Background: an optimization exercise with open tools, aiming at small area, a short achievable clock period and few clock cycles per item. Do not read the settings as production practice. Only simulation tests tie the RTL to the original design; equivalence was not proved.

==> inputs of amber <==
==> flow/design.v <==
module wm_slice (
    input  wire [127:0] mem,       
    input  wire [7:0]   b,
    input  wire [15:0]  prev,      
    input  wire         h_lt_c,    
    input  wire         h_eq_c,    
    input  wire [15:0]  l_lt_c,    
    input  wire         h_lt_l,    
    input  wire         h_eq_l,
    input  wire [15:0]  l_lt_l,
    input  wire         h_eq_p,    
    input  wire [15:0]  l_eq_p,    
    output wire [15:0]  init,
    output wire [15:0]  cont,
    output wire         any_i,
    output wire         any_c
);
    genvar k;
    generate
        for (k = 0; k < 16; k = k + 1) begin : g_a
            wire eq  = (mem[8*k+7:8*k] == b);
            wire lt_c = h_lt_c | (h_eq_c & l_lt_c[k]);
            wire ge_l = ~(h_lt_l | (h_eq_l & l_lt_l[k]));
            wire at_p = h_eq_p & l_eq_p[k];
            assign init[k] = eq & lt_c & ge_l;
            assign cont[k] = eq & prev[k] & ~at_p;
        end
    endgenerate
    assign any_i = |init;
    assign any_c = |cont;
endmodule
module wm_pe256 (
    input  wire [255:0] v,
    output wire [7:0]   idx
);
    wire [127:0] v1;  wire [127:0] i1;
    wire [63:0]  v2;  wire [127:0] i2;
    wire [31:0]  v3;  wire [95:0]  i3;
    wire [15:0]  v4;  wire [63:0]  i4;
    wire [7:0]   v5;  wire [39:0]  i5;
    wire [3:0]   v6;  wire [23:0]  i6;
    wire [1:0]   v7;  wire [13:0]  i7;
    genvar g;
    generate
        for (g = 0; g < 128; g = g + 1) begin : l1
            assign v1[g] = v[2*g] | v[2*g+1];
            assign i1[g] = ~v[2*g];
        end
        for (g = 0; g < 64; g = g + 1) begin : l2
            assign v2[g] = v1[2*g] | v1[2*g+1];
            assign i2[2*g+1:2*g] = v1[2*g] ? {1'b0, i1[2*g]} : {1'b1, i1[2*g+1]};
        end
        for (g = 0; g < 32; g = g + 1) begin : l3
            assign v3[g] = v2[2*g] | v2[2*g+1];
            assign i3[3*g+2:3*g] = v2[2*g] ? {1'b0, i2[4*g+1:4*g]} : {1'b1, i2[4*g+3:4*g+2]};
        end
        for (g = 0; g < 16; g = g + 1) begin : l4
            assign v4[g] = v3[2*g] | v3[2*g+1];
            assign i4[4*g+3:4*g] = v3[2*g] ? {1'b0, i3[6*g+2:6*g]} : {1'b1, i3[6*g+5:6*g+3]};
        end
        for (g = 0; g < 8; g = g + 1) begin : l5
            assign v5[g] = v4[2*g] | v4[2*g+1];
            assign i5[5*g+4:5*g] = v4[2*g] ? {1'b0, i4[8*g+3:8*g]} : {1'b1, i4[8*g+7:8*g+4]};
        end
        for (g = 0; g < 4; g = g + 1) begin : l6
            assign v6[g] = v5[2*g] | v5[2*g+1];
            assign i6[6*g+5:6*g] = v5[2*g] ? {1'b0, i5[10*g+4:10*g]} : {1'b1, i5[10*g+9:10*g+5]};
        end
        for (g = 0; g < 2; g = g + 1) begin : l7
            assign v7[g] = v6[2*g] | v6[2*g+1];
            assign i7[7*g+6:7*g] = v6[2*g] ? {1'b0, i6[12*g+5:12*g]} : {1'b1, i6[12*g+11:12*g+6]};
        end
    endgenerate
    assign idx = v7[0] ? {1'b0, i7[6:0]} : {1'b1, i7[13:7]};
endmodule
module wm_enc (
    input  wire       clk,
    input  wire       rst,          
    input  wire       wr_en,
    input  wire [7:0] wr_addr,
    input  wire [7:0] wr_data,
    input  wire       start,
    input  wire [8:0] len,          
    input  wire [7:0] window,       
    input  wire [7:0] min_match,    
    output wire       busy,
    output wire       out_valid,
    output wire [7:0] out_data,
    input  wire       out_ready
);
    localparam FD = 4;              
    localparam FW = 2;              
    localparam [1:0] P_IDLE  = 2'd0,    
                     P_FIRST = 2'd1,    
                     P_CONT  = 2'd2;    
    reg [7:0] mem [0:255];
    reg       wr_q;
    reg [7:0] wa_q;
    reg [7:0] wd_q;
    reg       busy_r;
    always @(posedge clk) begin
        if (rst) wr_q <= 1'b0;
        else     wr_q <= wr_en & ~busy_r;
        wa_q <= wr_addr;
        wd_q <= wr_data;
    end
    always @(posedge clk) begin
        if (wr_q)
            mem[wa_q] <= wd_q;
    end
    reg [8:0] n;           
    reg [7:0] w;           
    reg [7:0] m;           
    reg       srch;        
    reg [8:0] pos;         
    reg [8:0] cur;         
    reg [8:0] ra;          
    reg [8:0] ra2;         
    reg [7:0] pf;          
    reg [8:0] lo_cur;      
    reg [8:0] lo_ra;       
    reg       cur_lt_n;    
    reg [7:0] b;           
    reg [8:0] cur_p;       
    reg       curp_lt_n;
    reg [7:0] b_p;         
    reg [8:0] lo_cp;       
    reg [8:0] lo_q1;       
    reg [8:0] lo_q2;       
    reg [7:0] lit;         
    reg [7:0] b1;          
    reg [7:0] b2;          
    reg [1:0] pk;          
    reg [7:0] pj;          
    reg       pj_ge_m;     
    reg       pj_ge_2;     
    reg [255:0] A;         
    reg [255:0] I;         
    reg [15:0] any_as;     
    reg [15:0] any_iss;    
    reg [7:0] amin;        
    reg [16:0] fq [0:FD-1];    
    reg [FW-1:0] wp, rp;
    reg [FW:0]   fcnt;
    reg       ov;
    reg [7:0] od;
    reg [7:0] nb1, nb2;
    reg [1:0] rem;
    wire [7:0] rd = mem[ra2[7:0]];
    wire any_a = (|any_as) & curp_lt_n;             
    wire any_i = |any_iss;                           
    wire r_first = srch && (pk == P_FIRST);
    wire r_cont  = srch && (pk == P_CONT);
    wire go_on   = r_cont && any_a;                  
    wire r_end   = (r_first && !any_i) || (r_cont && !any_a);
    wire e_match = r_cont && pj_ge_m;                
    wire e_next  = r_cont && !any_a && (pj_ge_m || !pj_ge_2);
    wire e_back  = r_cont && !any_a && !pj_ge_m && pj_ge_2;
    wire [8:0] pos1 = pos + 9'd1;
    wire done = (r_first && !any_i && !cur_lt_n) || (r_cont && !any_a && !e_back && !curp_lt_n);
    wire room = ({1'b0, fcnt} + {{FW{1'b0}}, r_end}) < FD;
    wire k_first = srch && !done && room && ((r_first && !any_i) || pk == P_IDLE);
    wire k_one   = srch && !done && ((r_first && any_i) || (e_next && room));
    wire k_cont  = go_on;
    wire restart = srch && !done && ((e_next && !room) || e_back);
    wire adv     = k_first || k_one || k_cont;
    wire [8:0] off = cur_p - 9'd1 - {1'b0, amin};
    wire [16:0] tok_d = e_match ? {1'b1, off[7:0], pj} : {1'b0, lit, 8'd0};
    wire use_i = (pk == P_FIRST) ? any_i : !any_a;
    wire clr   = (pk == P_IDLE) || (pk == P_FIRST && !any_i);
    wire [255:0] live = A | (I & {256{use_i}});
    wire [8:0] pos_e = (pk == P_CONT && !any_a) ? cur_p : pos;
    wire [15:0] h_lt_c, h_eq_c, l_lt_c, h_lt_l, h_eq_l, l_lt_l, h_eq_p, l_eq_p;
    genvar g;
    generate
        for (g = 0; g < 16; g = g + 1) begin : g_dec
            assign h_lt_c[g] = cur[8] | (cur[7:4] > g);
            assign h_eq_c[g] = ~cur[8] & (cur[7:4] == g);
            assign l_lt_c[g] = (cur[3:0] > g);
            assign h_lt_l[g] = lo_cur[8] | (lo_cur[7:4] > g);
            assign h_eq_l[g] = ~lo_cur[8] & (lo_cur[7:4] == g);
            assign l_lt_l[g] = (lo_cur[3:0] > g);
            assign h_eq_p[g] = clr | (~pos_e[8] & (pos_e[7:4] == g));
            assign l_eq_p[g] = clr | (pos_e[3:0] == g);
        end
    endgenerate
    wire [255:0] init, cont;
    wire [15:0]  any_is, any_cs;
    generate
        for (g = 0; g < 16; g = g + 1) begin : g_sl
            wire [127:0] mb;
            genvar k;
            for (k = 0; k < 16; k = k + 1) begin : g_m
                assign mb[8*k+7:8*k] = mem[16*g+k];
            end
            wire [15:0] prev;
            if (g == 0) begin : g_p0
                assign prev = {live[14:0], 1'b0};
            end else begin : g_pn
                assign prev = live[16*g+14:16*g-1];
            end
            wm_slice u_sl (
                .mem(mb), .b(b), .prev(prev),
                .h_lt_c(h_lt_c[g]), .h_eq_c(h_eq_c[g]), .l_lt_c(l_lt_c),
                .h_lt_l(h_lt_l[g]), .h_eq_l(h_eq_l[g]), .l_lt_l(l_lt_l),
                .h_eq_p(h_eq_p[g]), .l_eq_p(l_eq_p),
                .init(init[16*g+15:16*g]), .cont(cont[16*g+15:16*g]),
                .any_i(any_is[g]), .any_c(any_cs[g]));
        end
    endgenerate
    wire [7:0] amin_d;
    wm_pe256 u_pe (.v(A), .idx(amin_d));
    wire [7:0] pj1 = pj + 8'd1;
    wire pj1_ge_m = ({1'b0, pj} + 9'd1 >= {1'b0, m});
    wire [7:0] j_now = k_cont ? pj1 : {7'd0, k_one};
    wire [8:0] pos2 = pos + 9'd2;
    wire [8:0] pos3 = pos + 9'd3;
    wire [8:0] ra1  = ra + 9'd1;
    wire [8:0] lo_r1  = (ra1 > {1'b0, w}) ? ra1 - {1'b0, w} : 9'd0;
    wire take = !ov || out_ready;                
    wire pop = take && (rem == 2'd0) && (fcnt != 0);
    wire byp = take && (rem == 2'd0) && (fcnt == 0) && r_end;
    wire push = r_end && !byp;
    always @(posedge clk) begin
        if (rst) begin
            busy_r <= 1'b0;
            srch   <= 1'b0;
        end else if (!busy_r) begin
            if (start) begin
                busy_r <= 1'b1;
                srch   <= (len != 9'd0);
            end
        end else begin
            if (done)
                srch <= 1'b0;
            if (!srch && fcnt == 0 && rem == 2'd0 && take)
                busy_r <= 1'b0;
        end
    end
    always @(posedge clk) begin
        A      <= cont;
        I      <= init;
        any_as <= any_cs;
        any_iss <= any_is;
        amin   <= amin_d;
        pj     <= j_now;
        pj_ge_m <= k_cont && pj1_ge_m;
        pj_ge_2 <= k_cont;
        if (!busy_r) begin
            n      <= len;
            w      <= window;
            m      <= (min_match < 8'd3) ? 8'd3 : min_match;
            pk     <= P_IDLE;
            pos    <= 9'd0;
            cur    <= 9'd0;
            ra     <= 9'd1;
            ra2    <= 9'd2;
            lo_cur <= 9'd0;
            lo_ra  <= (window == 8'd0) ? 9'd1 : 9'd0;
            cur_lt_n <= 1'b1;
            b      <= (wr_q && wa_q == 8'd0) ? wd_q : mem[0];
            pf     <= (wr_q && wa_q == 8'd1) ? wd_q : mem[1];
        end else begin
            pk <= k_first ? P_FIRST : (k_one || k_cont) ? P_CONT : P_IDLE;
            if (k_first) begin
                pos   <= cur;
                lo_q1 <= lo_ra;
                lo_q2 <= lo_r1;
                lit   <= b;
                b1    <= pf;
                b2    <= rd;
            end
            if (k_one && r_cont) begin
                pos   <= cur_p;
                lo_q1 <= lo_cur;
                lo_q2 <= lo_ra;
                lit   <= b_p;
                b1    <= b;
                b2    <= pf;
            end
            if (adv) begin
                cur    <= ra;
                ra     <= ra2;
                ra2    <= ra2 + 9'd1;
                lo_cur <= lo_ra;
                lo_ra  <= lo_r1;
                cur_lt_n <= (ra < n);
                b      <= pf;
                pf     <= rd;
            end else if (restart) begin
                cur    <= e_back ? pos1 : cur_p;
                ra     <= e_back ? pos2 : cur;
                ra2    <= e_back ? pos3 : ra;
                lo_cur <= e_back ? lo_q1 : lo_cp;
                lo_ra  <= e_back ? lo_q2 : lo_cur;
                cur_lt_n <= e_back || curp_lt_n;
                b      <= e_back ? b1 : b_p;
                pf     <= e_back ? b2 : b;
            end
            cur_p     <= cur;
            lo_cp     <= lo_cur;
            curp_lt_n <= cur_lt_n;
            b_p       <= b;
        end
    end
    always @(posedge clk) begin
        if (rst || !busy_r) begin
            fcnt <= 0;
            wp   <= 0;
            rp   <= 0;
        end else begin
            if (push) begin
                fq[wp] <= tok_d;
                wp <= wp + 1'b1;
            end
            if (pop) rp <= rp + 1'b1;
            fcnt <= fcnt + push - pop;
        end
    end
    always @(posedge clk) begin
        if (rst || !busy_r) begin
            ov  <= 1'b0;
            od  <= 8'd0;
            rem <= 2'd0;
        end else if (take) begin
            if (rem != 2'd0) begin
                ov  <= 1'b1;
                od  <= nb1;
                nb1 <= nb2;
                rem <= rem - 2'd1;
            end else if (fcnt != 0) begin
                ov  <= 1'b1;
                od  <= {7'd0, fq[rp][16]};
                nb1 <= fq[rp][15:8];
                nb2 <= fq[rp][7:0];
                rem <= fq[rp][16] ? 2'd2 : 2'd1;
            end else if (r_end) begin
                ov  <= 1'b1;
                od  <= {7'd0, tok_d[16]};
                nb1 <= tok_d[15:8];
                nb2 <= tok_d[7:0];
                rem <= tok_d[16] ? 2'd2 : 2'd1;
            end else begin
                ov  <= 1'b0;
            end
        end
    end
    assign busy      = busy_r;
    assign out_valid = ov;
    assign out_data  = od;
endmodule
==> flow/flow/run.sh <==
#!/bin/bash
# Own layout flow: the standard ORFS flow (standard.sh, its synthesis unchanged), with
#  - the timing repair steps asked to keep a larger setup margin than the flow settings allow,
#    so that they shorten the design's paths well below the 10 ns clock period instead of
#    stopping at it;
#  - clock tree synthesis with larger sink clusters and without dummy loads, which the tree
#    does not need for balance here.
# The clock, the constraints and everything that is measured stay as the standard flow has them.
# make's full output goes to flow_make.log; each ORFS step writes its own log under orfs/logs/.
set -euo pipefail
cd "$(dirname "$0")/.."
bash standard.sh SETUP_SLACK_MARGIN=6.5 \
  "CTS_ARGS=-sink_clustering_enable -repair_clock_nets -sink_clustering_size 25 -sink_clustering_max_diameter 100 -dont_use_dummy_load" \
  finish > flow_make.log 2>&1
==> flow/standard.sh <==
#!/bin/bash
# synth_recipe.tcl (not shown) runs the flow's synth.tcl, then flattens the netlist and writes it again
# the make line also repeats each setting of config.mk as NAME=value (left out here)
make -C /OpenROAD-flow-scripts/flow DESIGN_CONFIG=/design/flow/config.mk WORK_HOME=/design/flow/orfs CLKGATE_MAP_FILE= SYNTH_SCRIPT=/design/flow/synth_recipe.tcl "${@:-finish}"
==> flow/config.mk <==
export PLATFORM = sky130hd
export DESIGN_NAME = wm_enc
export DESIGN_NICKNAME = wm_enc
export VERILOG_FILES = /design/flow/design.v
export SDC_FILE = /design/flow/constraint.sdc
export NUM_CORES = 4
export LEC_CHECK = 0
export CAP_MARGIN = 30
export CORE_MARGIN = 2
export CORE_UTILIZATION = 55
export SLEW_MARGIN = 20
==> flow/constraint.sdc <==
create_clock -name core_clock -period 10.0 [get_ports {clk}]
set_input_delay 2.0000 -clock core_clock [delete_from_list [all_inputs] [get_ports {clk}]]
set_output_delay 2.0000 -clock core_clock [all_outputs]
set_load 0.01 [all_outputs]
==> yarrow: changes against amber <==
==> flow/design.v, changed modules only <==
module wm_pe16 (
    input  wire [15:0] v,
    output reg  [3:0]  idx
);
    integer q;
    always @(*) begin
        idx = 4'd0;
        for (q = 15; q >= 0; q = q - 1)
            if (v[q]) idx = q[3:0];
    end
endmodule
module wm_enc (
    input  wire       clk,
    input  wire       rst,          
    input  wire       wr_en,
    input  wire [7:0] wr_addr,
    input  wire [7:0] wr_data,
    input  wire       start,
    input  wire [8:0] len,          
    input  wire [7:0] window,       
    input  wire [7:0] min_match,    
    output wire       busy,
    output wire       out_valid,
    output wire [7:0] out_data,
    input  wire       out_ready
);
    localparam FD = 4;              
    localparam FW = 2;              
    localparam [1:0] P_IDLE  = 2'd0,    
                     P_FIRST = 2'd1,    
                     P_CONT  = 2'd2;    
    reg [7:0] mem [0:255];
    reg       wr_q;
    reg [7:0] wa_q;
    reg [7:0] wd_q;
    reg       busy_r;
    always @(posedge clk) begin
        if (rst) wr_q <= 1'b0;
        else     wr_q <= wr_en & ~busy_r;
        wa_q <= wr_addr;
        wd_q <= wr_data;
    end
    always @(posedge clk) begin
        if (wr_q)
            mem[wa_q] <= wd_q;
    end
    reg [8:0] n;           
    reg [7:0] w;           
    reg [7:0] m;           
    reg       srch;        
    reg [8:0] pos;         
    reg [8:0] cur;         
    reg [8:0] ra;          
    reg [8:0] ra2;         
    reg [7:0] pf;          
    reg [8:0] lo_cur;      
    reg [8:0] lo_ra;       
    reg       cur_lt_n;    
    reg [7:0] b;           
    reg [8:0] cur_p;       
    reg       curp_lt_n;
    reg [7:0] b_p;         
    reg [8:0] lo_cp;       
    reg [8:0] lo_q1;       
    reg [8:0] lo_q2;       
    reg [7:0] lit;         
    reg [7:0] b1;          
    reg [7:0] b2;          
    reg [1:0] pk;          
    reg [7:0] pj;          
    reg       pj_ge_m;     
    reg       pj_ge_2;     
    reg [255:0] A;         
    reg [255:0] I;         
    reg [15:0] any_as;     
    reg [15:0] any_iss;    
    reg [7:0] amin;        
    reg [16:0] fq [0:FD-1];    
    reg [FW-1:0] wp, rp;
    reg [FW:0]   fcnt;
    reg       ov;
    reg [7:0] od;
    reg [7:0] nb1, nb2;
    reg [1:0] rem;
    wire [7:0] rd = mem[ra2[7:0]];
    wire [7:0] x0 = (wr_q && wa_q == 8'd0) ? wd_q : mem[0];
    wire [7:0] x1 = (wr_q && wa_q == 8'd1) ? wd_q : mem[1];
    wire [7:0] x2 = (wr_q && wa_q == 8'd2) ? wd_q : mem[2];
    wire any_a = (|any_as) & curp_lt_n;             
    wire any_i = |any_iss;                           
    wire r_first = srch && (pk == P_FIRST);
    wire r_cont  = srch && (pk == P_CONT);
    wire go_on   = r_cont && any_a;                  
    wire r_end   = (r_first && !any_i) || (r_cont && !any_a);
    wire e_match = r_cont && pj_ge_m;                
    wire e_next  = r_cont && !any_a && (pj_ge_m || !pj_ge_2);
    wire e_back  = r_cont && !any_a && !pj_ge_m && pj_ge_2;
    wire [8:0] pos1 = pos + 9'd1;
    wire done = (r_first && !any_i && !cur_lt_n) || (r_cont && !any_a && !e_back && !curp_lt_n);
    wire room = ({1'b0, fcnt} + {{FW{1'b0}}, r_end}) < FD;
    wire k_first = srch && !done && room && ((r_first && !any_i) || pk == P_IDLE);
    wire k_one   = srch && !done && ((r_first && any_i) || (e_next && room));
    wire k_cont  = go_on;
    wire restart = srch && !done && ((e_next && !room) || e_back);
    wire adv     = k_first || k_one || k_cont;
    wire [8:0] off = cur_p - 9'd1 - {1'b0, amin};
    wire [16:0] tok_d = e_match ? {1'b1, off[7:0], pj} : {1'b0, lit, 8'd0};
    wire use_i = (pk == P_FIRST) ? any_i : !any_a;
    wire clr   = (pk == P_IDLE) || (pk == P_FIRST && !any_i);
    wire [255:0] live = A | (I & {256{use_i}});
    wire [8:0] pos_e = (pk == P_CONT && !any_a) ? cur_p : pos;
    wire [15:0] h_lt_c, h_eq_c, l_lt_c, h_lt_l, h_eq_l, l_lt_l, h_eq_p, l_eq_p;
    genvar g;
    generate
        for (g = 0; g < 16; g = g + 1) begin : g_dec
            assign h_lt_c[g] = cur[8] | (cur[7:4] > g);
            assign h_eq_c[g] = ~cur[8] & (cur[7:4] == g);
            assign l_lt_c[g] = (cur[3:0] > g);
            assign h_lt_l[g] = lo_cur[8] | (lo_cur[7:4] > g);
            assign h_eq_l[g] = ~lo_cur[8] & (lo_cur[7:4] == g);
            assign l_lt_l[g] = (lo_cur[3:0] > g);
            assign h_eq_p[g] = clr | (~pos_e[8] & (pos_e[7:4] == g));
            assign l_eq_p[g] = clr | (pos_e[3:0] == g);
        end
    endgenerate
    wire [255:0] init, cont;
    wire [15:0]  any_is, any_cs;
    generate
        for (g = 0; g < 16; g = g + 1) begin : g_sl
            wire [127:0] mb;
            genvar k;
            for (k = 0; k < 16; k = k + 1) begin : g_m
                assign mb[8*k+7:8*k] = mem[16*g+k];
            end
            wire [15:0] prev;
            if (g == 0) begin : g_p0
                assign prev = {live[14:0], 1'b0};
            end else begin : g_pn
                assign prev = live[16*g+14:16*g-1];
            end
            wm_slice u_sl (
                .mem(mb), .b(b), .prev(prev),
                .h_lt_c(h_lt_c[g]), .h_eq_c(h_eq_c[g]), .l_lt_c(l_lt_c),
                .h_lt_l(h_lt_l[g]), .h_eq_l(h_eq_l[g]), .l_lt_l(l_lt_l),
                .h_eq_p(h_eq_p[g]), .l_eq_p(l_eq_p),
                .init(init[16*g+15:16*g]), .cont(cont[16*g+15:16*g]),
                .any_i(any_is[g]), .any_c(any_cs[g]));
        end
    endgenerate
    wire [63:0] blk_i;
    wire [15:0] blk_v;
    wire [3:0]  blk;
    generate
        for (g = 0; g < 16; g = g + 1) begin : g_pb
            wm_pe16 u_p (.v(A[16*g+15:16*g]), .idx(blk_i[4*g+3:4*g]));
            assign blk_v[g] = |A[16*g+15:16*g];
        end
    endgenerate
    wm_pe16 u_pb (.v(blk_v), .idx(blk));
    wire [7:0] amin_d = {blk, blk_i[4*blk +: 4]};
    wire [7:0] pj1 = pj + 8'd1;
    wire pj1_ge_m = ({1'b0, pj} + 9'd1 >= {1'b0, m});
    wire [7:0] j_now = k_cont ? pj1 : {7'd0, k_one};
    wire [8:0] pos2 = pos + 9'd2;
    wire [8:0] pos3 = pos + 9'd3;
    wire [8:0] ra1  = ra + 9'd1;
    wire [8:0] lo_r1  = (ra1 > {1'b0, w}) ? ra1 - {1'b0, w} : 9'd0;
    wire take = !ov || out_ready;                
    wire pop = take && (rem == 2'd0) && (fcnt != 0);
    wire byp = take && (rem == 2'd0) && (fcnt == 0) && r_end;
    wire push = r_end && !byp;
    always @(posedge clk) begin
        if (rst) begin
            busy_r <= 1'b0;
            srch   <= 1'b0;
        end else if (!busy_r) begin
            if (start) begin
                busy_r <= 1'b1;
                srch   <= (len > 9'd1);
            end
        end else begin
            if (done)
                srch <= 1'b0;
            if (!srch && fcnt == 0 && rem == 2'd0 && take)
                busy_r <= 1'b0;
        end
    end
    always @(posedge clk) begin
        A      <= cont;
        I      <= init;
        any_as <= any_cs;
        any_iss <= any_is;
        amin   <= amin_d;
        pj     <= j_now;
        pj_ge_m <= k_cont && pj1_ge_m;
        pj_ge_2 <= k_cont;
        if (!busy_r) begin
            n      <= len;
            w      <= window;
            m      <= (min_match < 8'd3) ? 8'd3 : min_match;
            pk     <= P_IDLE;
            pos    <= 9'd1;
            cur    <= 9'd1;
            ra     <= 9'd2;
            ra2    <= 9'd3;
            lo_cur <= (window == 8'd0) ? 9'd1 : 9'd0;
            lo_ra  <= (window == 8'd0) ? 9'd2 : (window == 8'd1) ? 9'd1 : 9'd0;
            cur_lt_n <= 1'b1;
            b      <= x1;
            pf     <= x2;
        end else begin
            pk <= k_first ? P_FIRST : (k_one || k_cont) ? P_CONT : P_IDLE;
            if (k_first) begin
                pos   <= cur;
                lo_q1 <= lo_ra;
                lo_q2 <= lo_r1;
                lit   <= b;
                b1    <= pf;
                b2    <= rd;
            end
            if (k_one && r_cont) begin
                pos   <= cur_p;
                lo_q1 <= lo_cur;
                lo_q2 <= lo_ra;
                lit   <= b_p;
                b1    <= b;
                b2    <= pf;
            end
            if (adv) begin
                cur    <= ra;
                ra     <= ra2;
                ra2    <= ra2 + 9'd1;
                lo_cur <= lo_ra;
                lo_ra  <= lo_r1;
                cur_lt_n <= (ra < n);
                b      <= pf;
                pf     <= rd;
            end else if (restart) begin
                cur    <= e_back ? pos1 : cur_p;
                ra     <= e_back ? pos2 : cur;
                ra2    <= e_back ? pos3 : ra;
                lo_cur <= e_back ? lo_q1 : lo_cp;
                lo_ra  <= e_back ? lo_q2 : lo_cur;
                cur_lt_n <= e_back || curp_lt_n;
                b      <= e_back ? b1 : b_p;
                pf     <= e_back ? b2 : b;
            end
            cur_p     <= cur;
            lo_cp     <= lo_cur;
            curp_lt_n <= cur_lt_n;
            b_p       <= b;
        end
    end
    always @(posedge clk) begin
        if (rst || !busy_r) begin
            fcnt <= 0;
            wp   <= 0;
            rp   <= 0;
        end else begin
            if (push) begin
                fq[wp] <= tok_d;
                wp <= wp + 1'b1;
            end
            if (pop) rp <= rp + 1'b1;
            fcnt <= fcnt + push - pop;
        end
    end
    always @(posedge clk) begin
        if (rst) begin
            ov  <= 1'b0;
            od  <= 8'd0;
            rem <= 2'd0;
        end else if (!busy_r) begin
            ov  <= start && (len != 9'd0);
            od  <= 8'd0;
            nb1 <= x0;
            rem <= (start && (len != 9'd0)) ? 2'd1 : 2'd0;
        end else if (take) begin
            if (rem != 2'd0) begin
                ov  <= 1'b1;
                od  <= nb1;
                nb1 <= nb2;
                rem <= rem - 2'd1;
            end else if (fcnt != 0) begin
                ov  <= 1'b1;
                od  <= {7'd0, fq[rp][16]};
                nb1 <= fq[rp][15:8];
                nb2 <= fq[rp][7:0];
                rem <= fq[rp][16] ? 2'd2 : 2'd1;
            end else if (r_end) begin
                ov  <= 1'b1;
                od  <= {7'd0, tok_d[16]};
                nb1 <= tok_d[15:8];
                nb2 <= tok_d[7:0];
                rem <= tok_d[16] ? 2'd2 : 2'd1;
            end else begin
                ov  <= 1'b0;
            end
        end
    end
    assign busy      = busy_r;
    assign out_valid = ov;
    assign out_data  = od;
endmodule
// module wm_pe256 removed
==> comparison <==
yarrow ran to the end with no violations. amber went through all stages and came out clean. Against yarrow, the critical path depth of amber is lower by 5. Register-to-register slack: yarrow is worse than amber (0.24 ns). In amber the cell count is larger than in yarrow, by about 4.6%. In die area, yarrow and amber hardly differ. Global-route usage: yarrow is lower than amber (3.6 points). In amber the synthesized cell count is larger than in yarrow, by 6.2%.
Testbench counts of amber, summed over its fixed seeds: cycles 33,539, items 13,160.
Testbench counts of yarrow, summed over its fixed seeds: cycles 33,427, items 13,160.

re-timing with driven ports:
The flow's constraints put no driver on any port. The routed layouts listed below were extracted and timed again, unchanged, in two steps. Step 1, drivers: a clkbuf_16 drives clk and a buf_2 each remaining input, both assumed. Step 2 adds t to the input delays and takes it off the output delays; t is the mean of the earliest and latest rising clock arrival at the registers after step 1. Input paths then give back, and output paths get back, about the clock's delay inside the block. a / b / c = ideal / step 1 / step 2; a / b = the first two.
| run | t (ns) | setup WS [ns] | worst hold slack (ns) | worst setup path after step 2 | pins driven straight from the clock port |
|---|---|---|---|---|---|
| amber | 0.939 | 6.165 / 6.165 / 5.812 | 0.473 / 0.473 / 0.473 | input to register | 1 |
| yarrow | 0.919 | 5.923 / 5.923 / 5.782 | 0.440 / 0.440 / 0.440 | input to register | 1 |
After both steps setup and hold are still met in every run listed. The setup slack of amber, which loses most, moves by 0.000 ns with the drivers and by -0.353 ns with both steps.
